Background: an optimization exercise with open tools, aiming at small area, a short achievable clock period and few clock cycles. Do not read the settings as production practice.
Function was checked by simulation only, so behaviour that the tests miss may differ from the original.

==> flow/design.v (excerpt) <==
module omd_fpu (
    input  wire        clk,
    input  wire        rst,
    input  wire        in_valid,
    output wire        in_ready,
    input  wire [1:0]  op,
    input  wire [63:0] a,
    input  wire [63:0] b,
    output reg         out_valid,
    output reg  [63:0] result
);
    localparam [63:0] QNAN = 64'h7ff8_0000_0000_0000;
    localparam integer DNS  = 4;
    localparam integer DNIT = 14;
    localparam integer DQW  = DNS * DNIT;
    localparam integer DG   = DQW + 1;
    reg               in_ready_r;
    reg               s0_v;
    reg  [1:0]        s0_op;
    reg  [63:0]       a_r, b_r;
    reg  signed [7:0] eadj;        
    reg               div_run;
    reg  [4:0]        div_cnt;
    reg  [56:0]       dwc;         
    reg  [DQW-1:0]    dqq, dqm;    
    reg  [DNS-1:0]    dgp, dgn;    
    reg  [1:0]        div_spec;
    reg               div_sign;
    reg  [13:0]       div_e;
    assign in_ready = in_ready_r;
    wire        sa = a_r[63];
    wire        sb = b_r[63] ^ (s0_op == 2'd1);
    wire [10:0] ea = a_r[62:52];
    wire [10:0] eb = b_r[62:52];
    wire [51:0] fa = a_r[51:0];
    wire [51:0] fb = b_r[51:0];
    wire a_ez = (ea == 11'd0), b_ez = (eb == 11'd0);
    wire a_em = (ea == 11'h7ff), b_em = (eb == 11'h7ff);
    wire a_fz = (fa == 52'd0), b_fz = (fb == 52'd0);
    wire a_nan = a_em & ~a_fz, b_nan = b_em & ~b_fz;
    wire a_inf = a_em & a_fz,  b_inf = b_em & b_fz;
    wire a_zero = a_ez & a_fz, b_zero = b_ez & b_fz;
    wire a_sub = a_ez & ~a_fz, b_sub = b_ez & ~b_fz;
    reg s1_v, s1_mul, s2_v, s2_mul;
    wire s1_mulq = s1_v & s1_mul;
    wire s2_mulq = s2_v & s2_mul;
    wire s0_is_add = ~s0_op[1];
    wire s0_is_mul = (s0_op == 2'd2);
    wire s0_is_div = (s0_op == 2'd3);
    wire any_sub   = a_sub | b_sub;
    wire norm_now  = s0_v & s0_op[1] & ~div_run & any_sub;
    wire mul_go    = s0_v & s0_is_mul & ~any_sub & ~s1_mulq & ~s2_mulq;
  ...
Settings: LEC_CHECK=0, ABC_AREA=1, CAP_MARGIN=20, CORE_MARGIN=2, CORE_UTILIZATION=35, PLACE_DENSITY=0.5, SLEW_MARGIN=20; clock period 27.0 ns.
standard.sh (not shown) runs the stock make flow with config.mk's settings and CLKGATE_MAP_FILE= SYNTH_SCRIPT=/design/flow/synth_recipe.tcl, a recipe that flattens the netlist after the stock synthesis.
==> flow/flow/run.sh <==
#!/bin/bash
# Own layout flow: the standard flow (standard.sh, all steps unchanged) run with a
# config that adds to the standard flow's config.mk a setup slack margin for the resizer's
# repair_timing steps, so that they size and buffer the longest paths below the
# clock period. The SDC, the clock period and every other setting stay the standard flow's.
# Gate cloning is left off so that no register is ever duplicated.
set -euo pipefail
work="$(pwd)"
{
  cat "$work/config.mk"
  echo "export SETUP_SLACK_MARGIN = 19"
  echo "export SKIP_GATE_CLONING = 1"
} > "$work/config_own.mk"
sed "s#DESIGN_CONFIG=[^ ]*#DESIGN_CONFIG=$work/config_own.mk#" "$work/standard.sh" > "$work/standard_own.sh"
bash "$work/standard_own.sh" > "$work/standard_own.log" 2>&1
Testbench counts at the start, summed over its fixed seeds: cycles 5,660.
Next try:
==> flow/run.sh (new file) <==
#!/bin/bash
# synth_recipe.tcl (not shown) runs the flow's synth.tcl, then flattens the netlist and writes it again
# the make line also repeats each setting of config.mk as NAME=value (left out here)
make -C /OpenROAD-flow-scripts/flow DESIGN_CONFIG=/design/flow/config.mk WORK_HOME=/design/flow/orfs CLKGATE_MAP_FILE= SYNTH_SCRIPT=/design/flow/synth_recipe.tcl finish
removed: flow/flow/run.sh
removed: flow/standard.sh
Effect:
- clock skew stays flat
- critical path depth climbs by 26
- die area stays the same
- routed wire length fell by about 0.9%


## middle
Another version of the RTL of omd_fpu (not shown whole).
Size: about 11000 cells after synthesis, about 840 flip-flops, about 96000 sq um of cells after synthesis.
==> flow/config.mk <==
export PLATFORM = sky130hd
export DESIGN_NAME = omd_fpu
export DESIGN_NICKNAME = omd_fpu
export VERILOG_FILES = /design/flow/design.v
export SDC_FILE = /design/flow/constraint.sdc
export NUM_CORES = 4
export LEC_CHECK = 0
export CAP_MARGIN = 20
export CORE_MARGIN = 2
export CORE_UTILIZATION = 35
export PLACE_DENSITY = 0.5
export SLEW_MARGIN = 20
==> flow/constraint.sdc <==
create_clock -name core_clock -period 27.0 [get_ports {clk}]
set_input_delay 5.4000 -clock core_clock [delete_from_list [all_inputs] [get_ports {clk}]]
set_output_delay 5.4000 -clock core_clock [all_outputs]
set_load 0.01 [all_outputs]
run.sh (not shown) runs the stock make flow with config.mk's settings and CLKGATE_MAP_FILE= SYNTH_SCRIPT=/design/flow/synth_recipe.tcl, a recipe that flattens the netlist after the stock synthesis.
Stock flow here: none of the scripts above is used.
middle finished end to end and its layout was clean on timing, DRC and antenna.
Testbench counts of middle, summed over its fixed seeds: cycles 5,660.
What west does differently from middle at the input level:
diff --git a/flow/config.mk b/flow/config.mk
--- a/flow/config.mk
+++ b/flow/config.mk
@@ -6,4 +6,5 @@
 export NUM_CORES = 4
 export LEC_CHECK = 0
+export ABC_AREA = 1
 export CAP_MARGIN = 20
 export CORE_MARGIN = 2
Findings:
As of west, synthesized cell count had risen by more than 10% compared to middle.
west closes out successfully: all stages finished, all timing, DRC and antenna checks passed.
Compared west vs middle, and compound-gate portion of the synthesized area is down in west.
NOTE non-filler instance count after layout middle->west increased by more than 10%

[separate check: timing with driven ports]
The results above use ideal ports. As a check the final layouts listed here were re-extracted and re-timed, cells and wires unchanged. Step 1 (the two cells are an assumption about what drives the block):
set clk [get_ports {clk}]
set_driving_cell -lib_cell sky130_fd_sc_hd__clkbuf_16 $clk
set_driving_cell -lib_cell sky130_fd_sc_hd__buf_2 [delete_from_list [all_inputs] $clk]
Step 2 times the ports against the registers' clock, not the clock port: input delays grow and output delays shrink by t, the midpoint of the rising clock arrivals with the driver on. Three values: ideal, step 1, step 2; two values: the first two.
| run | shift t [ns] | slack for setup (ns) | worst data-port slew with drivers (ns) |
|---|---|---|---|
| the first run of note 1 | 0.897 | 19.142 / 19.213 / 18.315 | 0.08 |
| the second run of note 1 | 0.899 | 16.493 / 16.493 / 16.493 | 0.07 |
| middle | 0.951 | 15.979 / 15.979 / 15.979 | 0.06 |
| west | 0.944 | 17.433 / 17.433 / 17.433 | 0.06 |
After both steps every run listed still meets setup and hold. For the first run of note 1, which loses most, drivers alone change the setup slack by +0.071 ns; drivers and shift together by -0.827 ns.
